This design comes from an exercise in tuning for small area, a short achievable clock period and few clock cycles on the open sky130 flow, not from production work. Function was checked by simulation only, so behaviour that the tests miss may differ from the original.

<file path="design/flow/design.v">
module tfx #(
  parameter PREMUL_ROUND = 0           
) (
  input  wire        clk,
  input  wire        rst,              
  input  wire        req,
  input  wire        we,
  input  wire [3:0]  addr,             
  input  wire [31:0] wdata,
  output wire        ready,
  output reg  [31:0] rdata
);
  localparam [31:0] ID_VALUE = 32'h31584654;
  localparam [3:0] A_ID = 4'h0, A_STATUS = 4'h1, A_CMD = 4'h2, A_ORDER = 4'h3,
                   A_NREQ = 4'h4, A_WIDTH = 4'h5, A_HEIGHT = 4'h6, A_DIST = 4'h7,
                   A_COORD = 4'h8, A_FLO = 4'h9, A_FHI = 4'hA, A_QBYTE = 4'hB,
                   A_ABYTE = 4'hC, A_NATIVE = 4'hD;
  localparam [7:0] OP_NOP = 8'h00, OP_CLEAR = 8'h01, OP_SETN = 8'h02, OP_SETDIM = 8'h03,
                   OP_D2XY = 8'h04, OP_XY2D = 8'h05, OP_BOUNDS = 8'h06,
                   OP_QH = 8'h10, OP_QC = 8'h11, OP_QL = 8'h12, OP_QA = 8'h13,
                   OP_DQH = 8'h18, OP_DQC = 8'h19, OP_DQL = 8'h1A,
                   OP_PREMUL = 8'h20, OP_UNPREMUL = 8'h21, OP_NALPHA = 8'h22;
  localparam [3:0] E_NONE = 4'd0, E_ILLEGAL = 4'd1, E_ORDER = 4'd2, E_DIMS = 4'd3,
                   E_DIST = 4'd4, E_COORD = 4'd5;
  localparam [2:0] M_DIV = 3'd0, M_QH = 3'd1, M_SET = 3'd2, M_MOD = 3'd3, M_ZT = 3'd4, M_QH2 = 3'd5;
  localparam [1:0] S_QA = 2'd0, S_PM = 2'd1, S_QC = 2'd2, S_QH = 2'd3;
  reg [4:0]  olog;                     
  reg [31:0] nreq, width, height, dist_r, coord, native;
  reg [63:0] f;
  reg [7:0]  qbyte, abyte;
  reg [3:0]  err_last, err_first;
  reg        inb, nan_flag;
  reg        busy;
  reg [2:0]  mode;
  reg [6:0]  cnt;
  assign ready = ~busy;
  wire wr_acc = req & ~busy & we;
  function [4:0] lzc16(input [15:0] v);
    integer i;
    reg found;
    begin
      lzc16 = 5'd16;
      found = 1'b0;
      for (i = 15; i >= 0; i = i - 1)
        if (!found && v[i]) begin
          lzc16 = 5'(15 - i);
          found = 1'b1;
        end
    end
  endfunction
  function [3:0] msb16(input [15:0] v);
    integer i;
    begin
      msb16 = 4'd0;
      for (i = 0; i < 16; i = i + 1)
        if (v[i]) msb16 = i[3:0];
    end
  endfunction
  function [4:0] clog2_16(input [15:0] m);
    reg [15:0] t;
    begin
      if (m <= 16'd1) clog2_16 = 5'd0;
      else begin
        t = m - 16'd1;
        clog2_16 = {1'b0, msb16(t)} + 5'd1;
      end
    end
  endfunction
  function [18:0] ks19(input [18:0] a, input [18:0] b, input ci);
    reg [18:0] g, p, gg, pp, c;
    integer i, d;
    begin
      g = a & b;
      p = a ^ b;
      gg = g;
      pp = p;
      for (d = 1; d < 19; d = d * 2)
        for (i = 18; i >= d; i = i - 1) begin
          gg[i] = gg[i] | (pp[i] & gg[i-d]);
          pp[i] = pp[i] & pp[i-d];
        end
      c[0] = ci;
      for (i = 1; i < 19; i = i + 1)
        c[i] = gg[i-1] | (pp[i-1] & ci);
      ks19 = p ^ c;
    end
  endfunction
  function [25:0] ks26(input [25:0] a, input [25:0] b, input ci);
    reg [25:0] g, p, gg, pp, c;
    integer i, d;
    begin
      g = a & b;
      p = a ^ b;
      gg = g;
      pp = p;
      for (d = 1; d < 26; d = d * 2)
        for (i = 25; i >= d; i = i - 1) begin
          gg[i] = gg[i] | (pp[i] & gg[i-d]);
          pp[i] = pp[i] & pp[i-d];
        end
      c[0] = ci;
      for (i = 1; i < 26; i = i + 1)
        c[i] = gg[i-1] | (pp[i-1] & ci);
      ks26 = p ^ c;
    end
  endfunction
  function [49:0] inc50(input [49:0] v);
    reg [49:0] pp;
    integer i, d;
    begin
      pp = v;
      for (d = 1; d < 50; d = d * 2)
        for (i = 49; i >= d; i = i - 1)
          pp[i] = pp[i] & pp[i-d];
      inc50[0] = ~v[0];
      for (i = 1; i < 50; i = i + 1)
        inc50[i] = v[i] ^ pp[i-1];
    end
  endfunction
  wire [16:0] order = 17'd1 << olog;
  always @(*) begin
    case (addr)
      A_ID:     rdata = ID_VALUE;
      A_STATUS: rdata = {22'd0, nan_flag, inb, err_first, err_last};
      A_ORDER:  rdata = {15'd0, order};
      A_NREQ:   rdata = nreq;
      A_WIDTH:  rdata = width;
      A_HEIGHT: rdata = height;
      A_DIST:   rdata = dist_r;
      A_COORD:  rdata = coord;
      A_FLO:    rdata = f[31:0];
      A_FHI:    rdata = f[63:32];
      A_QBYTE:  rdata = {24'd0, qbyte};
      A_ABYTE:  rdata = {24'd0, abyte};
      A_NATIVE: rdata = native;
      default:  rdata = 32'd0;
    endcase
  end
  wire [7:0] c_op  = wdata[7:0];
  wire       c_rsv = (wdata[31:8] != 24'd0);
  wire [31:0] nreq_m1  = nreq - 32'd1;
  wire        setn_ok  = (nreq != 32'd0) && ((nreq & nreq_m1) == 32'd0) && (nreq[31:17] == 15'd0);
  reg  [4:0]  setn_log;
  integer si;
  always @(*) begin
    setn_log = 5'd0;
    for (si = 0; si < 17; si = si + 1)
      if (nreq[si]) setn_log = si[4:0];
  end
  wire        dim_bad  = (width[31:16] != 16'd0) || (height[31:16] != 16'd0);
  wire [4:0]  cl_w     = clog2_16(width[15:0]);
  wire [4:0]  cl_h     = clog2_16(height[15:0]);
  wire [4:0]  dim_log  = (cl_w > cl_h) ? cl_w : cl_h;
  wire        bounds_v = ((width[31:16] != 16'd0) || (coord[15:0] < width[15:0])) &&
                         ((height[31:16] != 16'd0) || (coord[31:16] < height[15:0]));
  wire [15:0] lvl_act;
  genvar gi;
  generate
    for (gi = 0; gi < 16; gi = gi + 1) begin : g_act
      assign lvl_act[gi] = (olog > gi);
    end
  endgenerate
  wire d2xy_bad = (olog < 5'd16) && ((dist_r >> {olog, 1'b0}) != 32'd0);
  reg [15:0] d_x, d_y;
  reg        d_sw, d_cm, d_rx, d_ry;
  integer di;
  always @(*) begin
    d_sw = 1'b0;
    d_cm = 1'b0;
    d_x  = 16'd0;
    d_y  = 16'd0;
    for (di = 15; di >= 0; di = di - 1) begin
      d_rx = dist_r[2*di+1];
      d_ry = dist_r[2*di] ^ d_rx;
      if (lvl_act[di]) begin
        d_x[di] = (d_sw ? d_ry : d_rx) ^ d_cm;
        d_y[di] = (d_sw ? d_rx : d_ry) ^ d_cm;
        d_sw = d_sw ^ ~d_ry;
        d_cm = d_cm ^ (~d_ry & d_rx);
      end
    end
  end
  wire xy2d_bad = (({1'b0, coord[15:0]} >> olog) != 17'd0) || (({1'b0, coord[31:16]} >> olog) != 17'd0);
  reg [31:0] x_d;
  reg        x_s, x_c, x_rx, x_ry;
  integer xi;
  always @(*) begin
    x_s = 1'b0;
    x_c = 1'b0;
    x_d = 32'd0;
    for (xi = 15; xi >= 0; xi = xi - 1) begin
      if (lvl_act[xi]) begin
        x_rx = (x_s ? coord[16+xi] : coord[xi]) ^ x_c;
        x_ry = (x_s ? coord[xi] : coord[16+xi]) ^ x_c;
        x_d[2*xi+1] = x_rx;
        x_d[2*xi]   = x_rx ^ x_ry;
        x_c = x_c ^ (~x_ry & x_rx);
        x_s = x_s ^ ~x_ry;
      end
    end
  end
  wire        f_sign = f[63];
  wire [10:0] f_bexp = f[62:52];
  wire [51:0] f_frac = f[51:0];
  wire        f_nan  = (f_bexp == 11'h7FF) && (f_frac != 52'd0);
  wire        f_inf  = (f_bexp == 11'h7FF) && (f_frac == 52'd0);
  wire        f_tiny = (f_bexp == 11'd0);
  wire signed [12:0] f_e = $signed({2'b00, f_bexp}) - 13'sd1023;
  wire        f_gt1  = (f_bexp > 11'd1023) || ((f_bexp == 11'd1023) && (f_frac != 52'd0));
  wire [15:0] n_na  = native[31:16];
  wire [15:0] n_nc  = native[15:0];
  wire [4:0]  na_lz = lzc16(n_na);
  wire [31:0] na_rr = {n_na, n_na} << na_lz[3:0];
  wire [15:0] na_r  = na_rr[31:16];                        
  wire [20:0] na_lo = {na_r, na_r[15:11]} + {20'd0, na_r[10]};
  wire [63:0] nalpha_f = (n_na == 16'd0)      ? 64'd0 :
                         (n_na == 16'hFFFF)   ? 64'h3FF0000000000000 :
                         {1'b0, 11'(11'd1022 - {6'd0, na_lz}), na_r[14:0], na_r, na_lo};
  localparam [255:0] dqc_f_0 = 256'h0000000000000000000000000000000000000000000000001818181838383838;
  localparam [255:0] dqc_f_1 = 256'h0ff00ff00ff00ff00000000000000000000000003c3c3c3c07f807f807f807f8;
  localparam [255:0] dqc_f_2 = 256'h0ffff0000ffff0000ff00ff00000000000003c3c03fc03fc0007fff80007fff8;
  localparam [255:0] dqc_f_3 = 256'h0ffffffff00000000ffff0000ff00000003c03fc0003fffc00000007fffffff8;
  localparam [255:0] dqc_f_4 = 256'h0fffffffffffffff0fffffff0fff0f000cfcfffcfffffffcfffffffffffffff8;
  localparam [255:0] dqc_f_5 = 256'h0ffffffffffffffff0000000f000f0f03303000300000003fffffffffffffff8;
  localparam [255:0] dqc_f_6 = 256'h5aaaaaaaaaaaaaaaffffffff0000000000000000ffffffff5555555555555552;
  localparam [255:0] dqc_f_7 = 256'h6cccccccccccccccaaaaaaaaffff00000000ffff555555553333333333333336;
  localparam [255:0] dqc_f_8 = 256'h70f0f0f0f0f0f0f0ccccccccaaaaff0000ff5555333333330f0f0f0f0f0f0f0e;
  localparam [255:0] dqc_f_9 = 256'h7f00ff00ff00ff00f0f0f0f0ccccaaf00f5533330f0f0f0f00ff00ff00ff00fe;
  localparam [255:0] dqc_f_10 = 256'h7fff0000ffff0000ff00ff00f0f0ccac35330f0f00ff00ff0000ffff0000fffe;
  localparam [255:0] dqc_f_11 = 256'h7fffffff00000000ffff0000ff00f0ca530f00ff0000ffff00000000fffffffe;
  localparam [255:0] dqc_f_12 = 256'h7ffffffffffffffffffffffffffffffffffffffffffffffffffffffffffffffe;
  localparam [255:0] dqc_f_13 = 256'h7fffffffffffffff00000000000000000000000000000000fffffffffffffffe;
  localparam [255:0] dqc_f_14 = 256'h2aaaaaaaaaaaaaaaffffffff0000000000000000ffffffff5555555555555554;
  localparam [255:0] dqc_f_15 = 256'h4cccccccccccccccaaaaaaaaffff00000000ffff555555553333333333333332;
  localparam [255:0] dqc_f_16 = 256'h70f0f0f0f0f0f0f0ccccccccaaaaff0000ff5555333333330f0f0f0f0f0f0f0e;
  localparam [255:0] dqc_f_17 = 256'h7f00ff00ff00ff00f0f0f0f0ccccaaf00f5533330f0f0f0f00ff00ff00ff00fe;
  localparam [255:0] dqc_f_18 = 256'h7fff0000ffff0000ff00ff00f0f0ccac35330f0f00ff00ff0000ffff0000fffe;
  localparam [255:0] dqc_f_19 = 256'h7fffffff00000000ffff0000ff00f0ca530f00ff0000ffff00000000fffffffe;
  localparam [255:0] dqc_f_20 = 256'h7ffffffffffffffffffffffffffffffffffffffffffffffffffffffffffffffe;
  localparam [255:0] dqc_f_21 = 256'h7fffffffffffffff00000000000000000000000000000000fffffffffffffffe;
  localparam [255:0] dqc_f_22 = 256'h2aaaaaaaaaaaaaaaffffffff0000000000000000ffffffff5555555555555554;
  localparam [255:0] dqc_f_23 = 256'h4cccccccccccccccaaaaaaaaffff00000000ffff555555553333333333333332;
  localparam [255:0] dqc_f_24 = 256'h70f0f0f0f0f0f0f0ccccccccaaaaff0000ff5555333333330f0f0f0f0f0f0f0e;
  localparam [255:0] dqc_f_25 = 256'h7f00ff00ff00ff00f0f0f0f0ccccaaf00f5533330f0f0f0f00ff00ff00ff00fe;
  localparam [255:0] dqc_f_26 = 256'h7fff0000ffff0000ff00ff00f0f0ccac35330f0f00ff00ff0000ffff0000fffe;
  localparam [255:0] dqc_f_27 = 256'h7fffffff00000000ffff0000ff00f0ca530f00ff0000ffff00000000fffffffe;
  localparam [255:0] dqc_f_28 = 256'h7ffffffffffffffffffffffffffffffffffffffffffffffffffffffffffffffe;
  localparam [255:0] dqc_f_29 = 256'h7fffffffffffffff00000000000000000000000000000000fffffffffffffffe;
  localparam [255:0] dqc_f_30 = 256'h2aaaaaaaaaaaaaaaffffffff0000000000000000ffffffff5555555555555554;
  localparam [255:0] dqc_f_31 = 256'h4cccccccccccccccaaaaaaaaffff00000000ffff555555553333333333333332;
  localparam [255:0] dqc_f_32 = 256'h70f0f0f0f0f0f0f0ccccccccaaaaff0000ff5555333333330f0f0f0f0f0f0f0e;
  localparam [255:0] dqc_f_33 = 256'h7f00ff00ff00ff00f0f0f0f0ccccaaf00f5533330f0f0f0f00ff00ff00ff00fe;
  localparam [255:0] dqc_f_34 = 256'h7fff0000ffff0000ff00ff00f0f0ccac35330f0f00ff00ff0000ffff0000fffe;
  localparam [255:0] dqc_f_35 = 256'h7fffffff00000000ffff0000ff00f0ca530f00ff0000ffff00000000fffffffe;
  localparam [255:0] dqc_f_36 = 256'h7ffffffffffffffffffffffffffffffffffffffffffffffffffffffffffffffe;
  localparam [255:0] dqc_f_37 = 256'h7fffffffffffffff00000000000000000000000000000000fffffffffffffffe;
  localparam [255:0] dqc_f_38 = 256'h2aaaaaaaaaaaaaaaffffffff0000000000000000ffffffff5555555555555554;
  localparam [255:0] dqc_f_39 = 256'h4cccccccccccccccaaaaaaaaffff00000000ffff555555553333333333333332;
  localparam [255:0] dqc_f_40 = 256'h70f0f0f0f0f0f0f0ccccccccaaaaff0000ff5555333333330f0f0f0f0f0f0f0e;
  localparam [255:0] dqc_f_41 = 256'h7f00ff00ff00ff00f0f0f0f0ccccaaf00f5533330f0f0f0f00ff00ff00ff00fe;
  localparam [255:0] dqc_f_42 = 256'h7fff0000ffff0000ff00ff00f0f0ccac35330f0f00ff00ff0000ffff0000fffe;
  localparam [255:0] dqc_f_43 = 256'h7fffffff00000000ffff0000ff00f0ca530f00ff0000ffff00000000fffffffe;
  localparam [255:0] dqc_f_44 = 256'h7ffffffffffffffffffffffffffffffffffffffffffffffffffffffffffffffe;
  localparam [255:0] dqc_f_45 = 256'h7fffffffffffffff00000000000000000000000000000000fffffffffffffffe;
  localparam [255:0] dqc_f_46 = 256'h2aaaaaaaaaaaaaaaffffffff0000000000000000ffffffff5555555555555554;
  localparam [255:0] dqc_f_47 = 256'h4cccccccccccccccaaaaaaaaffff00000000ffff555555553333333333333332;
  localparam [255:0] dqc_f_48 = 256'h70f0f0f0f0f0f0f0ccccccccaaaaff0000ff5555333333330f0f0f0f0f0f0f0e;
  localparam [255:0] dqc_f_49 = 256'h7f00ff00ff00ff00f0f0f0f0ccccaaf00f5533330f0f0f0f00ff00ff00ff00fe;
  localparam [255:0] dqc_f_50 = 256'h7fff0000ffff0000ff00ff00f0f0ccac35330f0f00ff00ff0000ffff0000fffe;
  localparam [255:0] dqc_f_51 = 256'h7fffffff00000000ffff0000ff00f0ca530f00ff0000ffff00000000fffffffe;
  localparam [255:0] dqc_f_52 = 256'h8000000000000000ffffffff0000ff0db0ff0000ffffffff0000000000000001;
  localparam [255:0] dqc_f_53 = 256'hffffffffffffffff000000000000fff18fff000000000000ffffffffffffffff;
  localparam [255:0] dqc_f_54 = 256'hffffffffffffffffffffffffffff00018000ffffffffffffffffffffffffffff;
  localparam [255:0] dqc_f_55 = 256'hfffffffffffffffffffffffffffffffe7fffffffffffffffffffffffffffffff;
  localparam [255:0] dqc_f_56 = 256'hffffffffffffffffffffffffffffffffffffffffffffffffffffffffffffffff;
  localparam [255:0] dqc_f_57 = 256'hffffffffffffffffffffffffffffffffffffffffffffffffffffffffffffffff;
  localparam [255:0] dqc_f_58 = 256'hffffffffffffffffffffffffffffffffffffffffffffffffffffffffffffffff;
  localparam [255:0] dqc_f_59 = 256'hffffffffffffffffffffffffffffffffffffffffffffffffffffffffffffffff;
  localparam [255:0] dqc_f_60 = 256'hffffffffffffffffffffffffffffffffffffffffffffffffffffffffffffffff;
  localparam [255:0] dqc_f_61 = 256'hffffffffffffffffffffffffffffffffffffffffffffffffffffffffffffffff;
  localparam [255:0] dqc_f_62 = 256'h0000000000000000000000000000000000000000000000000000000000000000;
  localparam [255:0] dqc_f_63 = 256'h00000000000000000000000000000000ffffffffffffffffffffffffffffffff;
  wire [63:0] dqc_f;
  assign dqc_f[0] = dqc_f_0[qbyte];
  assign dqc_f[1] = dqc_f_1[qbyte];
  assign dqc_f[2] = dqc_f_2[qbyte];
  assign dqc_f[3] = dqc_f_3[qbyte];
  assign dqc_f[4] = dqc_f_4[qbyte];
  assign dqc_f[5] = dqc_f_5[qbyte];
  assign dqc_f[6] = dqc_f_6[qbyte];
  assign dqc_f[7] = dqc_f_7[qbyte];
  assign dqc_f[8] = dqc_f_8[qbyte];
  assign dqc_f[9] = dqc_f_9[qbyte];
  assign dqc_f[10] = dqc_f_10[qbyte];
  assign dqc_f[11] = dqc_f_11[qbyte];
  assign dqc_f[12] = dqc_f_12[qbyte];
  assign dqc_f[13] = dqc_f_13[qbyte];
  assign dqc_f[14] = dqc_f_14[qbyte];
  assign dqc_f[15] = dqc_f_15[qbyte];
  assign dqc_f[16] = dqc_f_16[qbyte];
  assign dqc_f[17] = dqc_f_17[qbyte];
  assign dqc_f[18] = dqc_f_18[qbyte];
  assign dqc_f[19] = dqc_f_19[qbyte];
  assign dqc_f[20] = dqc_f_20[qbyte];
  assign dqc_f[21] = dqc_f_21[qbyte];
  assign dqc_f[22] = dqc_f_22[qbyte];
  assign dqc_f[23] = dqc_f_23[qbyte];
  assign dqc_f[24] = dqc_f_24[qbyte];
  assign dqc_f[25] = dqc_f_25[qbyte];
  assign dqc_f[26] = dqc_f_26[qbyte];
  assign dqc_f[27] = dqc_f_27[qbyte];
  assign dqc_f[28] = dqc_f_28[qbyte];
  assign dqc_f[29] = dqc_f_29[qbyte];
  assign dqc_f[30] = dqc_f_30[qbyte];
  assign dqc_f[31] = dqc_f_31[qbyte];
  assign dqc_f[32] = dqc_f_32[qbyte];
  assign dqc_f[33] = dqc_f_33[qbyte];
  assign dqc_f[34] = dqc_f_34[qbyte];
  assign dqc_f[35] = dqc_f_35[qbyte];
  assign dqc_f[36] = dqc_f_36[qbyte];
  assign dqc_f[37] = dqc_f_37[qbyte];
  assign dqc_f[38] = dqc_f_38[qbyte];
  assign dqc_f[39] = dqc_f_39[qbyte];
  assign dqc_f[40] = dqc_f_40[qbyte];
  assign dqc_f[41] = dqc_f_41[qbyte];
  assign dqc_f[42] = dqc_f_42[qbyte];
  assign dqc_f[43] = dqc_f_43[qbyte];
  assign dqc_f[44] = dqc_f_44[qbyte];
  assign dqc_f[45] = dqc_f_45[qbyte];
  assign dqc_f[46] = dqc_f_46[qbyte];
  assign dqc_f[47] = dqc_f_47[qbyte];
  assign dqc_f[48] = dqc_f_48[qbyte];
  assign dqc_f[49] = dqc_f_49[qbyte];
  assign dqc_f[50] = dqc_f_50[qbyte];
  assign dqc_f[51] = dqc_f_51[qbyte];
  assign dqc_f[52] = dqc_f_52[qbyte];
  assign dqc_f[53] = dqc_f_53[qbyte];
  assign dqc_f[54] = dqc_f_54[qbyte];
  assign dqc_f[55] = dqc_f_55[qbyte];
  assign dqc_f[56] = dqc_f_56[qbyte];
  assign dqc_f[57] = dqc_f_57[qbyte];
  assign dqc_f[58] = dqc_f_58[qbyte];
  assign dqc_f[59] = dqc_f_59[qbyte];
  assign dqc_f[60] = dqc_f_60[qbyte];
  assign dqc_f[61] = dqc_f_61[qbyte];
  assign dqc_f[62] = dqc_f_62[qbyte];
  assign dqc_f[63] = dqc_f_63[qbyte];
  localparam [255:0] dqh_dl_0 = 256'h500a002005500a0020380f701c00380fc0003c00043c60438060268908210116;
  localparam [255:0] dqh_dl_1 = 256'h000a000005000a0000080f000c00080f00003000003020030040040108210116;
  wire [1:0] dqh_dl;
  assign dqh_dl[0] = dqh_dl_0[qbyte];
  assign dqh_dl[1] = dqh_dl_1[qbyte];
  wire [14:0] dh_p   = {qbyte, 6'd0} + {1'b0, qbyte, 5'd0} + {3'd0, qbyte, 3'd0};   
  wire [8:0]  dh_s   = {2'b00, dh_p[14:8]} + {1'b0, dh_p[7:0]};
  wire        dh_w   = (dh_s >= 9'd255);
  wire [7:0]  dh_m   = dh_w ? 8'(dh_s - 9'd255) : dh_s[7:0];
  wire [8:0]  dh_i   = {1'b0, qbyte} + {2'b00, dh_p[14:8]} + {8'd0, dh_w};
  reg  [3:0]  dh_n;
  integer hi;
  always @(*) begin
    dh_n = 4'd0;
    for (hi = 0; hi < 9; hi = hi + 1)
      if (dh_i[hi]) dh_n = hi[3:0];
  end
  wire [3:0]  dh_sh  = 4'd8 - dh_n;
  wire [16:0] dh_top = {dh_i, dh_m} << dh_sh;
  wire [15:0] dh_mm  = {dh_m, dh_m} << dh_sh[2:0];
  wire [7:0]  dh_blk = dh_mm[15:8];                         
  wire [1:0]  dh_dl  = dqh_dl;
  wire [11:0] dh_lo  = {dh_blk, dh_blk[7:4]} + {{10{dh_dl[1]}}, dh_dl} + {11'd0, dh_blk[3]};
  wire [63:0] dqh_f  = (qbyte == 8'd0)   ? 64'd0 :
                       (qbyte == 8'hFF)  ? 64'h4076700000000000 :
                       {1'b0, 11'(11'd1023 + {7'd0, dh_n}), dh_top[15:8],
                        dh_blk, dh_blk, dh_blk, dh_blk, dh_lo};
  reg  [17:0] dv_r;                    
  reg  [15:0] dv_d;                    
  reg  signed [5:0] dv_e;              
  wire [31:0] nat_nx = (wr_acc && addr == A_NATIVE) ? wdata : native;
  wire [4:0]  px_la  = lzc16(nat_nx[31:16]);
  wire [4:0]  px_lc  = lzc16(nat_nx[15:0]);
  wire [15:0] px_d   = nat_nx[31:16] << px_la[3:0];
  wire [15:0] px_x   = nat_nx[15:0] << px_lc[3:0];
  wire        px_lt  = (px_x < px_d);
  wire [17:0] dv_pr  = {1'b0, px_lt ? {px_x, 1'b0} : {1'b0, px_x}};
  wire signed [5:0] dv_pe = $signed({1'b0, px_la}) - $signed({1'b0, px_lc}) - (px_lt ? 6'sd1 : 6'sd0);
  function [17:0] dv_step(input [17:0] r, input [15:0] d);
    reg [18:0] t;
    begin
      t = ks19({r, 1'b0}, r[17] ? {2'b00, d, 1'b0} : ~{2'b00, d, 1'b0}, ~r[17]);
      dv_step = t[17:0];
    end
  endfunction
  wire [17:0] dv_r1 = dv_step(dv_r,  dv_d);
  wire [17:0] dv_r2 = dv_step(dv_r1, dv_d);
  wire [17:0] dv_r3 = dv_step(dv_r2, dv_d);
  wire [17:0] dv_r4 = dv_step(dv_r3, dv_d);
  wire [3:0]  dv_q4 = {~dv_r1[17], ~dv_r2[17], ~dv_r3[17], ~dv_r4[17]};
  wire [17:0] dv_n2d = 18'd0 - {1'b0, dv_d, 1'b0};
  wire        pk_rz  = dv_r2[17] ? (dv_r2 != dv_n2d) : (dv_r2 != 18'd0);
  wire        pk_q52 = ~dv_r1[17];
  wire        pk_rnd = ~dv_r2[17] & (pk_rz | pk_q52);
  wire        pk_c   = pk_rnd & pk_q52;
  wire [49:0] pk_hi  = (pk_c && f[1:0] == 2'b11) ? inc50(f[51:2]) : f[51:2];
  wire [1:0]  pk_lo  = f[1:0] + {1'b0, pk_c};
  wire [10:0] pk_ex  = 11'(11'sd1023 + {{5{dv_e[5]}}, dv_e});
  wire [63:0] pk_f   = {1'b0, pk_ex, pk_hi[48:0], pk_lo, pk_q52 ^ pk_rnd};
  wire [17:0] m18    = {1'b1, f_frac[51:35]};
  wire        qh_cyc = busy && (mode == M_QH);
  wire [7:0]  mul_c  = qh_cyc ? 8'd17 : abyte;
  reg  [25:0] mul_s, mul_cy;
  reg  [25:0] pp0, pp1, pp2, pp3, pp4, pp5, pp6, pp7;
  reg  [25:0] s1a, c1a, s1b, c1b, s2a, c2a, s2b, c2b, s3, c3;
  always @(*) begin
    pp0 = mul_c[0] ? {8'd0, m18}       : 26'd0;
    pp1 = mul_c[1] ? {7'd0, m18, 1'b0} : 26'd0;
    pp2 = mul_c[2] ? {6'd0, m18, 2'd0} : 26'd0;
    pp3 = mul_c[3] ? {5'd0, m18, 3'd0} : 26'd0;
    pp4 = mul_c[4] ? {4'd0, m18, 4'd0} : 26'd0;
    pp5 = mul_c[5] ? {3'd0, m18, 5'd0} : 26'd0;
    pp6 = mul_c[6] ? {2'd0, m18, 6'd0} : 26'd0;
    pp7 = mul_c[7] ? {1'd0, m18, 7'd0} : 26'd0;
    s1a = pp0 ^ pp1 ^ pp2;  c1a = ((pp0 & pp1) | (pp0 & pp2) | (pp1 & pp2)) << 1;
    s1b = pp3 ^ pp4 ^ pp5;  c1b = ((pp3 & pp4) | (pp3 & pp5) | (pp4 & pp5)) << 1;
    s2a = s1a ^ c1a ^ s1b;  c2a = ((s1a & c1a) | (s1a & s1b) | (c1a & s1b)) << 1;
    s2b = c1b ^ pp6 ^ pp7;  c2b = ((c1b & pp6) | (c1b & pp7) | (pp6 & pp7)) << 1;
    s3  = s2a ^ c2a ^ s2b;  c3  = ((s2a & c2a) | (s2a & s2b) | (c2a & s2b)) << 1;
    mul_s  = s3 ^ c3 ^ c2b;
    mul_cy = ((s3 & c3) | (s3 & c2b) | (c3 & c2b)) << 1;
  end
  wire [25:0] mul_p  = ks26(mul_s, mul_cy, 1'b0);
  wire [12:0] sh_r13 = 13'(13'sd8 - f_e);
  wire [4:0]  sh_r   = (sh_r13 > 13'd18) ? 5'd18 : sh_r13[4:0];
  wire [33:0] sh_q34 = {mul_p, 8'd0} >> sh_r;
  wire [30:0] sh_q   = sh_q34[30:0];
  wire        sh_ovf = (sh_q34[33:31] != 3'd0);
  wire [12:0] fx_r13 = 13'd0 - f_e;
  wire [3:0]  fx_r   = (fx_r13 > 13'd10) ? 4'd10 : fx_r13[3:0];
  wire [17:0] fx     = m18 >> fx_r;
  wire [25:0] q255   = ks26({fx, 8'd0}, ~{8'd0, fx}, 1'b1);
  wire        pm_sat  = sh_ovf || (sh_q[30:25] != 6'd0) || (sh_q[24:17] == 8'hFF) ||
                        (sh_q[24:17] == 8'hFE && sh_q[16]);
  wire [7:0]  pm_b    = pm_sat ? 8'hFF : (sh_q[24:17] + {7'd0, sh_q[16]});
  wire        pm_amb  = !pm_sat && !sh_q[16] && (sh_q[15:9] == 7'h7F);
  wire        qa_sat  = (q255[25] != 1'b0) || (q255[24:17] == 8'hFF) ||
                        (q255[24:17] == 8'hFE && q255[16]);
  wire [7:0]  qa_b    = qa_sat ? 8'hFF : (q255[24:17] + {7'd0, q255[16]});
  wire        qa_amb  = !qa_sat && !q255[16] && (q255[15:10] == 6'h3F);
  wire [24:0] qc_w    = f_sign ? {1'b0, ~q255[24:1]} : {1'b1, q255[24:1]};
  wire [7:0]  qc_b0   = qc_w[24:17];
  wire        qc_top  = (qc_w[16:9] == 8'hFF) && (qc_b0 != 8'hFF);
  wire        qc_bot  = (qc_w[16:9] == 8'h00) && (qc_b0 != 8'h00);
  wire [7:0]  qc_k    = qc_bot ? (qc_b0 - 8'd1) : qc_b0;
  wire [11:0] qh_yh   = sh_q[30:19] + 12'd3;
  wire [27:0] qh_y    = {qh_yh, sh_q[18:3]};
  wire [10:0] qh_i1   = sh_ovf ? 11'h7FF : qh_y[27:17];
  wire [10:0] qh_i    = dv_r[17:7];
  wire [6:0]  qh_fr   = dv_r[6:0];
  wire        qh_big  = (qh_i >= 11'd768);
  wire [9:0]  qh_i10  = qh_i[9:0];
  wire [7:0]  qh_q3   = 8'(qh_i10 / 10'd3);
  wire [1:0]  qh_r3   = 2'(qh_i10 % 10'd3);
  wire        qh_top  = !qh_big && (qh_r3 == 2'd2) && (qh_fr == 7'h7F) && (qh_q3 != 8'd255);
  wire        qh_bot  = !qh_big && (qh_r3 == 2'd0) && (qh_fr == 7'h00) && (qh_q3 != 8'd0);
  wire [7:0]  qh_b    = qh_big ? 8'hFF : qh_bot ? (qh_q3 - 8'd1) : qh_q3;
  reg [1:0]  sop;
  reg [4:0]  sl_e;                     
  reg        sl_s6;                    
  reg signed [13:0] zacc;
  reg        sc_car, sc_g, sc_st, sq, rbq, sl_sig;
  wire [2:0]  sl_off  = (sop == S_QH) ? (sl_s6 ? 3'd6 : 3'd5) : (sop == S_QC) ? 3'd0 : 3'd2;
  wire [7:0]  st_u    = {1'b0, cnt} + {{3{sl_e[4]}}, sl_e};
  wire [6:0]  st_t    = cnt - {4'd0, sl_off};
  wire        st_pre  = (cnt < {4'd0, sl_off});
  wire        st_rot  = !st_pre && (st_t < 7'd64);
  wire        st_m    = st_pre ? 1'b0 : (st_t < 7'd52) ? f[0] : (st_t == 7'd52);
  wire [7:0]  st_c    = (sop == S_PM) ? abyte : (sop == S_QH) ? 8'd17 : 8'd255;
  wire [8:0]  st_k2p1 = {qbyte, 1'b1};
  wire signed [13:0] st_k1 = (sop == S_QH) ? -$signed({3'b000, st_k2p1, 1'b0} + {4'b0000, st_k2p1})
                                           : -$signed({5'b00000, st_k2p1});
  wire signed [13:0] st_k2 = (sop == S_QH) ? 14'sd3 : 14'sd1;
  wire        sc_mm   = sl_sig ? ~st_m : st_m;
  wire        sc_ep   = (st_u == 8'd52);
  wire        sc_bit  = sc_mm ^ sc_ep ^ sc_car;
  wire        sc_carn = (sc_mm & sc_ep) | (sc_mm & sc_car) | (sc_ep & sc_car);
  wire [1:0]  st_b    = (sop == S_QC) ? ({1'b0, sq} + {1'b0, rbq}) : {1'b0, st_m};
  wire signed [13:0] st_s1 = (st_b == 2'd0) ? 14'sd0 :
                             (st_b == 2'd1) ? $signed({6'd0, st_c}) : $signed({5'd0, st_c, 1'b0});
  wire [7:0]  st_p1   = (sop == S_QH) ? (sl_s6 ? 8'd60 : 8'd59) : 8'd53;
  wire [7:0]  st_p2   = (sop == S_QH) ? 8'({st_j[6], st_j} + (sl_s6 ? 8'd8 : 8'd7)) : 8'({st_j[6], st_j} + 8'd1);
  wire signed [13:0] st_s2 = (st_u == st_p1) ? st_k1 : (st_u == st_p2) ? st_k2 : 14'sd0;
  wire [7:0]  st_ug   = sl_sig ? 8'hFF : 8'h00;
  wire signed [7:0] st_ud = $signed(st_u) - $signed(st_ug);      
  wire signed [13:0] st_sum = zacc + st_s1 + st_s2;
  wire signed [13:0] st_nx  = st_sum >>> 1;
  wire [5:0]  a45     = zacc[5:0];
  wire [5:0]  pw45    = zacc[11:6];
  wire        m45_m   = (cnt < 7'd52) ? f[0] : (cnt == 7'd52);
  wire [6:0]  m45_s   = {1'b0, a45} + (m45_m ? {1'b0, pw45} : 7'd0);
  wire [5:0]  m45_a   = (m45_s >= 7'd45) ? 6'(m45_s - 7'd45) : m45_s[5:0];
  wire [6:0]  m45_p2  = {pw45, 1'b0};
  wire [5:0]  m45_p   = (m45_p2 >= 7'd45) ? 6'(m45_p2 - 7'd45) : m45_p2[5:0];
  wire signed [6:0] m45_rr = (m45_a >= 6'd23) ? ($signed({1'b0, m45_a}) - 7'sd45) : $signed({1'b0, m45_a});
  wire signed [13:0] m45_k0 = -($signed({{7{m45_rr[6]}}, m45_rr}) * 14'sd17);
  reg [6:0] st_j;
  integer ji;
  always @(*) begin
    st_j = 7'h7E;
    for (ji = 0; ji < 8; ji = ji + 1)
      if (qbyte[ji]) st_j = ji[6:0];
  end
  wire [6:0]  e7      = f_e[6:0];
  wire        qh_s5   = (f_frac[51:44] >= 8'h68);         
  task automatic fail(input [3:0] e);
    begin
      err_last <= e;
      if (err_first == E_NONE) err_first <= e;
    end
  endtask
  task automatic slow_start(input [1:0] so, input [7:0] k);
    begin
      sop   <= so;
      qbyte <= k;
      busy  <= 1'b1;
      mode  <= M_SET;
    end
  endtask
  always @(posedge clk) begin
    if (rst) begin
      olog      <= 5'd0;
      nreq      <= 32'd1;
      width     <= 32'd0;
      height    <= 32'd0;
      dist_r    <= 32'd0;
      coord     <= 32'd0;
      f         <= 64'd0;
      qbyte     <= 8'd0;
      abyte     <= 8'd0;
      native    <= 32'd0;
      err_last  <= 4'd0;
      err_first <= 4'd0;
      inb       <= 1'b0;
      nan_flag  <= 1'b0;
      busy      <= 1'b0;
      mode      <= M_DIV;
      cnt       <= 7'd0;
    end else if (!busy) begin
      dv_r <= dv_pr;
      dv_d <= px_d;
      dv_e <= dv_pe;
      mode <= M_DIV;
      if (wr_acc) begin
        case (addr)
          A_NREQ:   nreq   <= wdata;
          A_WIDTH:  width  <= wdata;
          A_HEIGHT: height <= wdata;
          A_DIST:   dist_r <= wdata;
          A_COORD:  coord  <= wdata;
          A_FLO:    f[31:0]  <= wdata;
          A_FHI:    f[63:32] <= wdata;
          A_QBYTE:  qbyte  <= wdata[7:0];
          A_ABYTE:  abyte  <= wdata[7:0];
          A_NATIVE: native <= wdata;
          A_CMD: begin
            if (c_rsv) begin
              fail(E_ILLEGAL);
            end else begin
              err_last <= E_NONE;
              case (c_op)
                OP_NOP: ;
                OP_CLEAR: begin
                  err_first <= E_NONE;
                  nan_flag  <= 1'b0;
                end
                OP_SETN:
                  if (setn_ok) olog <= setn_log;
                  else         fail(E_ORDER);
                OP_SETDIM:
                  if (dim_bad) fail(E_DIMS);
                  else         olog <= dim_log;
                OP_BOUNDS: inb <= bounds_v;
                OP_D2XY:
                  if (d2xy_bad) fail(E_DIST);
                  else          coord <= {d_y, d_x};
                OP_XY2D:
                  if (xy2d_bad) fail(E_COORD);
                  else          dist_r <= x_d;
                OP_NALPHA: f <= nalpha_f;
                OP_DQH:    f <= dqh_f;
                OP_DQC, OP_DQL: f <= dqc_f;
                OP_UNPREMUL:
                  if (n_na == 16'd0 || n_nc == 16'd0) f <= 64'd0;
                  else if (n_nc >= n_na)             f <= 64'h3FF0000000000000;
                  else begin
                    dv_r  <= dv_r4;
                    f     <= {f[59:0], dv_q4};
                    busy  <= 1'b1;
                    cnt   <= 7'd0;
                  end
                OP_QA:
                  if (f_nan) begin qbyte <= 8'd0; nan_flag <= 1'b1; end
                  else if (f_sign || f_tiny) qbyte <= 8'd0;
                  else if (f_inf || f_e > 13'sd0) qbyte <= 8'hFF;
                  else if (f_e < -13'sd10) qbyte <= 8'd0;
                  else if (qa_amb) slow_start(S_QA, qa_b);
                  else qbyte <= qa_b;
                OP_PREMUL:
                  if (f_nan || (f_inf && abyte == 8'd0)) begin qbyte <= 8'd0; nan_flag <= 1'b1; end
                  else if (f_sign || f_tiny || abyte == 8'd0) qbyte <= 8'd0;
                  else if (f_inf || f_e > 13'sd7) qbyte <= 8'hFF;
                  else if (f_e < -13'sd10) qbyte <= 8'd0;
                  else if (pm_amb) slow_start(S_PM, pm_b);
                  else qbyte <= pm_b;
                OP_QC, OP_QL:
                  if (f_nan) begin qbyte <= 8'd0; nan_flag <= 1'b1; end
                  else if (f_gt1 || f_bexp == 11'd1023) qbyte <= f_sign ? 8'd0 : 8'hFF;
                  else if (f_tiny) qbyte <= 8'd128;
                  else if (f_e < -13'sd7)
                    qbyte <= (!f_sign || f_e < -13'sd54 || (f_e == -13'sd54 && f_frac == 52'd0)) ? 8'd128 : 8'd127;
                  else if (qc_top || qc_bot) slow_start(S_QC, qc_k);
                  else qbyte <= qc_b0;
                OP_QH:
                  if (f_nan) begin qbyte <= 8'd0; nan_flag <= 1'b1; end
                  else if (f_sign || f_tiny) qbyte <= 8'd0;
                  else if (f_inf || f_e > 13'sd8) qbyte <= 8'hFF;
                  else if (f_e < -13'sd1) qbyte <= 8'd0;
                  else begin
                    busy <= 1'b1;
                    mode <= M_QH;
                  end
                default: fail(E_ILLEGAL);
              endcase
            end
          end
          default: ;
        endcase
      end
    end else begin
      if (mode != M_DIV || cnt == 7'd12) begin
        dv_r <= dv_pr;
        dv_d <= px_d;
        dv_e <= dv_pe;
      end
      case (mode)
        M_DIV: begin
          cnt  <= cnt + 7'd1;
          if (cnt == 7'd12) begin
            f    <= pk_f;
            busy <= 1'b0;
          end else begin
            dv_r <= dv_r4;
            f    <= {f[59:0], dv_q4};
          end
        end
        M_QH: begin
          dv_r <= {qh_i1, qh_y[16:10]};
          mode <= M_QH2;
        end
        M_QH2: begin
          if (qh_top || qh_bot) slow_start(S_QH, qh_b);
          else begin
            qbyte <= qh_b;
            busy  <= 1'b0;
          end
        end
        M_SET: begin
          cnt    <= 7'd0;
          zacc   <= 14'sd0;
          sc_car <= f_sign;
          sl_sig <= f_sign;
          sc_g   <= 1'b0;
          sc_st  <= 1'b0;
          sq     <= 1'b0;
          rbq    <= 1'b0;
          sl_e   <= e7[4:0];
          sl_s6  <= !qh_s5;
          if (sop == S_QH) begin
            mode <= M_MOD;
            zacc <= {2'b00, qh_s5 ? 6'd32 : 6'd19, 6'd0};
          end else begin
            mode <= M_ZT;
          end
        end
        M_MOD: begin
          f    <= {f[0], f[63:1]};
          zacc <= {2'b00, m45_p, m45_a};
          cnt  <= cnt + 7'd1;
          if (cnt == 7'd63) begin
            zacc <= m45_k0;
            cnt  <= 7'd0;
            mode <= M_ZT;
          end
        end
        default: begin    
          if (st_rot) f <= {f[0], f[63:1]};
          zacc   <= st_nx;
          sc_car <= sc_carn;
          sq     <= (st_ud >= 8'sd0) ? sc_bit : 1'b0;
          rbq    <= (st_ud == 8'sd0) ? (sc_g & (sc_st | sc_bit)) : 1'b0;
          if (st_ud == -8'sd1) sc_g <= sc_bit;
          if (st_ud <  -8'sd1) sc_st <= sc_st | sc_bit;
          cnt <= cnt + 7'd1;
          if (cnt == 7'd71) begin
            if (!st_nx[13]) qbyte <= qbyte + 8'd1;
            busy <= 1'b0;
          end
        end
      endcase
    end
  end
endmodule
</file>
<file path="design/flow/standard.sh">
#!/bin/bash
# synth_recipe.tcl (not shown) runs the flow's synth.tcl, then flattens the netlist and writes it again
# the make line also repeats each setting of config.mk as NAME=value (left out here)
make -C /OpenROAD-flow-scripts/flow DESIGN_CONFIG=/design/flow/config.mk WORK_HOME=/design/flow/orfs CLKGATE_MAP_FILE= SYNTH_SCRIPT=/design/flow/synth_recipe.tcl "${@:-finish}"
</file>
<file path="design/flow/constraint.sdc">
create_clock -name core_clock -period 20.0 [get_ports {clk}]
set_input_delay 4.0000 -clock core_clock [delete_from_list [all_inputs] [get_ports {clk}]]
set_output_delay 4.0000 -clock core_clock [all_outputs]
set_load 0.01 [all_outputs]
</file>
<file path="design/flow/flow/run.sh">
#!/bin/bash
set -euo pipefail
bash standard.sh SETUP_SLACK_MARGIN=9.5 TNS_END_PERCENT=100 finish > orfs_make.log 2>&1
</file>
<file path="design/flow/config.mk">
export PLATFORM = sky130hd
export DESIGN_NAME = tfx
export DESIGN_NICKNAME = tfx
export VERILOG_FILES = /design/flow/design.v
export SDC_FILE = /design/flow/constraint.sdc
export NUM_CORES = 4
export LEC_CHECK = 0
export ABC_AREA = 1
export CAP_MARGIN = 20
export CORE_MARGIN = 2
export CORE_UTILIZATION = 40
export PLACE_DENSITY = 0.5
export SETUP_SLACK_MARGIN = 5
export SLEW_MARGIN = 20
</file>
==> results.yml, run 1 <==
run_status:
  status: "no timing/DRC/antenna violations"
yosys:
  synth_top_area_share_pct: 11.5
  synth-edff-count: 68
  synth_fa_ha_area_share_pct: 14.2
  postSynthCellCount: 8242
  synth_top_family_by_area: "simple AND/OR/NAND/NOR gates"
  synth_top_area_cell: "dfxtp_1"
  yosys_warnings: 1
  synthTopCellsByArea: "dfxtp_1, nand2_1, ha_1, inv_1, o21ai_0"
  synth_compound_area_share_pct: 25.0
  synth.most_common_cell: "nand2_1"
  synth_area_um2: 51500
  synth_common_cells: "nand2_1, inv_1, nor2_1"
  yosys.area_share.xor_xnor_pct: 6.55
  synth_simple_gate_area_share_pct: 26.6
  yosys_register_bits: 365
  ys.flop_type: "dfxtp_1"
  synth-async-reset-ratio_pct: 0
  syn_nets: 8788
  synth-seq-area-share_pct: 15.5
  synth.distinct_cells: 76
  syn_area_per_cell_um2: 6.25
  synthMuxAreaShare_pct: 0.467
worst_hold_path:
  whs_endpoint: "f[62]$_SDFFE_PP0P_"
  hold_path_class: "register to register"
  min_from: "f[62]$_SDFFE_PP0P_"
  hold_depth: 2
setup_path:
  end_kind: "output port"
  path_class: "input port to output port"
  cp-start-kind: "input port"
  path_delay_family: "buffers and inverters"
  slowest_delay_ps: 490
  r2r_cells: 45
  crit_fanout: 17
  cp_slowest_cell: "clkdlybuf4s50_1"
  r2r-end: "f[9]$_SDFFE_PP0P_"
  reg2reg_slack_ps: 10080
  cp.required_ps: 16000
  cp.arrival_ps: 6550
  crit_chain: "clkdlybuf4s50_1 -> nor2_1 -> inv_1 -> nor2_2 -> buf_12 -> clkinvlp_4 -> buf_6 -> o22ai_1 -> a221oi_1 -> nand4_1 -> dlygate4sd2_1"
  cp_num_buf_inv: 6
  r2r-start: "qbyte[3]$_SDFFE_PP0P_"
route:
  avgRoutedWirePerCell_um: 27.8
  finalWirelength_um: 279000
  via_count: 61800
  dr.pass1.iters: 6
  drtAntennaViolNets: 0
  vias_per_cell: 6.16
  drcViolationCount: 0
  drt_iter0_markers: 8107
place:
  portBuffers: 72
  routabilityCongestion: 1.06
  dpl_cell_area_um2: 54200
  dp_hpwl_um: 219000
clocking:
  path_clk_slew_ps: 60
  cts.path.max_buffers: 3
  numCtsBuffers: 51
  htree_levels: 2
  cts_sinks: 365
  clk_latency_ps: 690
  cts_tree: "built"
  cts-root-buf: "clkbuf_16"
  hold_buffers: 0
floorplan:
  die-width_um: 363
  dieArea_um2: 132000
  std_cell_rows: 131
  start_util_pct: 40.3
  fp.dieH_um: 363
  coreArea_um2: 128000
  pin_count: 73
timing:
  finalSetupTns_ps: 0
  slew_headroom_pct: 15.1
  finClkSkew_ps: 54.1
  rsz0062_at_grt: "yes"
  period_share_pct: 52.7
  hold_violations: 0
  worstMarginPinSlew_ps: 1270
  drv_slew: 0
  fmax_mhz: 94.8
  period_minus_slack_ps: 10550
  setup_violations: 0
global_routing:
  grt_antenna_before_repair: 22
  grt_pass1_wl_um: 397000
  grt_max_degree: 81
  grt_pass1_vias: 57000
  grtUsageTotal_pct: 40.8
  grt_overflow: 0
cells_and_area:
  nNetsFinal: 8877
  layout-drive-gt1-share_pct: 9.03
  fillers: 13800
  stdcell_area_um2: 58700
  syn_to_final_growth_pct: 14.1
job:
  cap_viol_max_count: 0
-- cell families (layout without fill, tap and decap cells) --
family          after synthesis  in the layout
simple gates               3189           3196
compound gates             2193           2193
buf+inv                    1580           1705
fa+ha+maj                   506            506
xor+xnor                    385            385
flops                       365            365
mux                          24             24
other cells                   0              7
-- worst min-delay path, stage by stage (launching register included) --
cell and delay (ps):
dfxtp_1 310, nand2_1 60, a21oi_1 50
-- final cells by class --
class                   count  area (um2)  area share [%]
repair inverters            3        20.0          0.0341
diodes                      7        17.5          0.0298
repair buffers            339        2980            5.08
flip-flops and latches    365        8000            13.6
inverters                1267        4870            8.29
well taps                1662        2080            3.54
clock inverters            24         290           0.494
multi-input cells        6304       39000            66.4
clock buffers              72        1460            2.48
-- per-layer routing --
layer	up-vias	global-route usage [%]	share of wire [%]
met5	-	0	0.029
met1	29400	52.6	40
met2	3475	61.3	42
li1	28200	-	-
met3	792	8.82	10
met4	12	26.0	7.8
-- worst max path at each step --
stage | start | endpoint | slack, ps | depth (start not counted)
3_3_place_gp | we | dv_e[5]$_DFFE_PP_ | 6270 | 35
6_report | addr[0] | rdata[1] | 9450 | 11
3_5_place_dp | req | dv_e[5]$_DFFE_PP_ | 6090 | 34
2_1_floorplan | addr[0] | dv_e[5]$_DFFE_PP_ | 9530 | 44
5_1_grt | f[52]$_SDFFE_PP0P_ | qbyte[5]$_SDFFE_PP0P_ | 9360 | 56
4_1_cts | addr[0] | rdata[23] | 9380 | 12
-- layout by cell type, fill, tap and decap left out, types with 21 or more instances in the layout --
cell and instances:
nand2_1 1442, inv_1 1191, nor2_1 772, o21ai_0 739, a21oi_1 626, nand3_1 391
ha_1 372, xor2_1 314, dfxtp_1 290, buf_4 242, nor3_1 140, fa_1 129
nand4_1 117, a31oi_1 107, o211ai_1 107, o22ai_1 96, o221ai_1 80, nor4_1 70
edfxtp_1 68, xnor2_1 63, o21ai_1 62, clkbuf_16 56, nand2_2 54, a221oi_1 47
o2111ai_1 40, or2_2 39, clkdlybuf4s50_1 39, a211oi_1 34, nand3_2 31, clkinv_1 30
nor2_2 29, o21ai_2 25, mux2i_1 24, inv_2 21
-- through the flow --
step	util (%)	setup slack, ps	hold WS [ps]	cells
after floorplan	-	9530	430	8242
after global placement	42.4	6270	457	9797
after detailed placement	42.4	6090	456	9797
after CTS	44.5	9380	465	9930
after global routing	46.0	9360	482	10000
final	46.0	9450	466	10000
-- flip-flops by register name, indices dropped and copies added (netlist names), 6 cells and up --
| register | cells |
|---|---|
| f | 64 |
| coord | 32 |
| dist_r | 32 |
| height | 32 |
| native | 32 |
| nreq | 32 |
| width | 32 |
| dv_r | 18 |
| dv_d | 16 |
| zacc | 14 |
| abyte | 8 |
| qbyte | 8 |
| cnt | 7 |
| dv_e | 6 |
-- what timing repair did --
action	CTS	global route
cloned	4	11
resized for setup	194	253
endpoints found under the setup margin	118	99
pin swaps	18	74
buffers inserted	33	95
Testbench counts, summed over its fixed seeds: cycles 26,744.
==> run 2: changes to the inputs <==
--- a/design/flow/design.v
+++ b/design/flow/design.v
@@ -454,5 +454,4 @@
   wire [27:0] qh_y    = {qh_yh, sh_q[18:3]};
-  wire [10:0] qh_i1   = sh_ovf ? 11'h7FF : qh_y[27:17];
-  wire [10:0] qh_i    = dv_r[17:7];
-  wire [6:0]  qh_fr   = dv_r[6:0];
+  wire [10:0] qh_i    = sh_ovf ? 11'h7FF : qh_y[27:17];
+  wire [6:0]  qh_fr   = qh_y[16:10];
   wire        qh_big  = (qh_i >= 11'd768);
@@ -654,6 +653,2 @@
         M_QH: begin
-          dv_r <= {qh_i1, qh_y[16:10]};
-          mode <= M_QH2;
-        end
-        M_QH2: begin
           if (qh_top || qh_bot) slow_start(S_QH, qh_b);
==> design/flow/flow/run.sh (replaced) <==
#!/bin/bash
set -euo pipefail
bash standard.sh SETUP_SLACK_MARGIN=10 TNS_END_PERCENT=100 finish > orfs_make.log 2>&1
==> run 2 against run 1 <==
Net effect: still clean on timing, DRC and antenna; synthesized cell count decreased by 1.3%; first-iteration DRC count decreased by 5.3%; global-route usage decreased by 0.48 points; register-to-register slack got worse by 1700 ps; design area increased by 4.3%; routed wire length decreased by 1.2%; largest cell class unchanged.
==> results.yml, run 2 <==
cells_and_area:
  nNetsFinal: 8976
  fillers: 13400
  stdcell_area_um2: 61300
  layout_commonest_cell: "nand2_1"
  multi_input_area_um2: 39900
  final_cell_mix: "nand2_1, inv_1, nor2_1"
  largest_register_ffs: 64
  seqCellArea_um2: 8010
  syn_to_final_growth_pct: 19.7
  layout-drive-gt1-share_pct: 15.3
  final-instance-count-excl-fill: 10100
  largest-register: "f"
yosys:
  synth-seq-area-share_pct: 15.6
  ys.flop_type: "dfxtp_1"
  synth.distinct_cells: 87
  synth_common_cells: "nand2_1, inv_1, nor2_1"
  syn_nets: 8676
  yosys_register_bits: 365
  syn_area_per_cell_um2: 6.29
  yosys_warnings: 1
  synth.most_common_cell: "nand2_1"
  synth-edff-count: 68
  synthTopCellsByArea: "dfxtp_1, nand2_1, ha_1, inv_1, o21ai_0"
  synth-async-reset-ratio_pct: 0
  synth_top_area_share_pct: 11.6
  synth_top_area_cell: "dfxtp_1"
  postSynthCellCount: 8132
  synth_area_um2: 51200
route:
  avgRoutedWirePerCell_um: 27.2
  drcViolationCount: 0
  finalWirelength_um: 276000
  via_count: 61700
  drtAntennaViolNets: 0
  dr.pass1.iters: 8
  vias_per_cell: 6.08
  drt_iter0_markers: 7681
job:
  cap_viol_max_count: 0
floorplan:
  dieArea_um2: 131000
  pin_count: 73
  std_cell_rows: 131
  start_util_pct: 40.2
  fp.dieH_um: 362
  coreArea_um2: 127000
  die-width_um: 362
setup_path:
  slowest_delay_ps: 530
  cp.arrival_ps: 12010
  cp_slowest_cell: "fa_1"
  crit_fanout: 8
  path_class: "register to register"
  end_kind: "register"
  cp-start-kind: "register"
  cp.required_ps: 20350
  cp_common_cell: "nand2_2"
worst_hold_path:
  hold_path_class: "register to register"
global_routing:
  grt_pass1_vias: 56300
  grt_use_met1_pct: 53.5
  grt_pass1_wl_um: 391000
  grt_overflow: 0
  grtUsageMet3_pct: 9.47
  met2_usage_pct: 59.1
  grt_max_degree: 176
  busiest_layer: "met2"
  grt_antenna_before_repair: 27
  grtUsageTotal_pct: 40.3
timing:
  fmax_mhz: 85.8
  slew_headroom_pct: 5.26
  setup_ws_ps: 8340
  worstMarginPinSlew_ps: 1410
  drv_slew: 0
  hold_violations: 0
  finalSetupTns_ps: 0
  setup_violations: 0
  rsz0062_at_grt: "yes"
  period_share_pct: 58.3
  finClkSkew_ps: 75.4
  period_minus_slack_ps: 11660
place:
  dpl_cell_area_um2: 54100
  routabilityCongestion: 1.05
  dp_hpwl_um: 211000
  dp_cells: 9702
  portBuffers: 72
  dpl_worst_slack_ps: 7150
clocking:
  clk_latency_ps: 710
  cts_sinks: 365
  htree_levels: 2
  cts_tree: "built"
  cts.path.max_buffers: 3
  path_clk_slew_ps: 60
  cts-root-buf: "clkbuf_16"
  hold_buffers: 0
  numCtsBuffers: 50
run_status:
  status: "no timing/DRC/antenna violations"
[run 2: per-stage QoR]
step	util (%)	hold WS [ps]
after floorplan	-	444
after global placement	42.5	460
after detailed placement	42.5	462
after CTS	46.4	476
after global routing	48.1	504
final	48.2	484
[run 2: routing by layer]
metal  routed length (um)  vias to the layer above
li1                     -                    28100
met1               113000                    29300
met2               113000                     3338
met3                29600                      894
met4                20100                       18
met5                  160                        -
[run 2: layout make-up]
class                           instances  share of cell area, %
Inverter                             1227                   7.71
Multi-Input combinational cell       6246                   65.1
Clock buffer                           70                   2.28
Timing Repair inverter                  4                 0.0449
Sequential cell                       365                   13.1
Timing Repair Buffer                  538                   7.85
Antenna cell                           12                 0.0490
Clock inverter                         20                  0.492
Tap cell                             1662                   3.39
[run 2: what timing repair did]
item                                   CTS  global route
endpoints found under the hold margin    0             0
pin swaps                              121           193
setup endpoints to repair              122           115
cloned                                  15             3
setup buffers                          193           129
resized for setup                      503           314
[run 2: path summary, 6_finish.rpt]
| path | start | end | slack, ps | cells past startpoint |
|---|---|---|---|---|
| max | mode[1]$_SDFFE_PP0P_ | sop[1]$_SDFFCE_PP1P_ | 8340 | 88 |
| min | width[24]$_SDFFE_PP0P_ | width[24]$_SDFFE_PP0P_ | 480 | 2 |
| max reg2reg | mode[1]$_SDFFE_PP0P_ | sop[1]$_SDFFCE_PP1P_ | 8340 | 88 |
| min reg2reg | width[24]$_SDFFE_PP0P_ | width[24]$_SDFFE_PP0P_ | 480 | 2 |
[run 2: kinds of logic (layout without fill, tap and decap cells)]
family                     Yosys count  count (layout)  synth area share [%]
other                                0              12                     0
buffers and inverters             1525            1859                  11.3
adders and majority gates          506             506                  14.3
muxes                               14              14                 0.274
and+or+nand+nor                   3212            3216                  27.4
xor gates and xnor gates           372             372                  6.40
DFF                                365             365                  15.6
AOI/OAI and AO/OA                 2138            2138                  24.7
[run 2: worst max-delay path, delay by kind of cell (launching register included)]
| family | cells | cell delay [ps] |
|---|---|---|
| and+or+nand+nor | 47 | 4340 |
| AOI/OAI and AO/OA | 11 | 1820 |
| adders and majority gates | 9 | 2870 |
| DFF | 1 | 330 |
| xor gates and xnor gates | 4 | 680 |
| buffers and inverters | 17 | 1300 |
Testbench counts of run 2, summed over its fixed seeds: cycles 26,569.

separate check: timing with driven ports:
Ports are ideal in the flow. The routed layouts listed here were re-timed in OpenROAD. Step 1: set_driving_cell puts a clkbuf_16 on clk and a buf_2 on each other input, an assumption about the parent block. Step 2 moves the port delays by t, midway between the first and last clock arrival at a register: inputs arrive t later, outputs are due t later. That takes back most of the time a late clock gives input paths. Three values: ideal, step 1, step 2; two values: the first two.
| run | shift t [ns] | slack for setup (ns) | slew at the worst register clock pin (ns) |
|---|---|---|---|
| run 1 | 0.750 | 9.451 / 9.428 / 9.287 | 0.07 / 0.07 |
| run 2 | 0.749 | 8.340 / 8.340 / 8.340 | 0.07 / 0.07 |
After both steps every run listed still meets setup and hold. For run 1, which loses most, drivers alone change the setup slack by -0.023 ns; drivers and shift together by -0.164 ns.
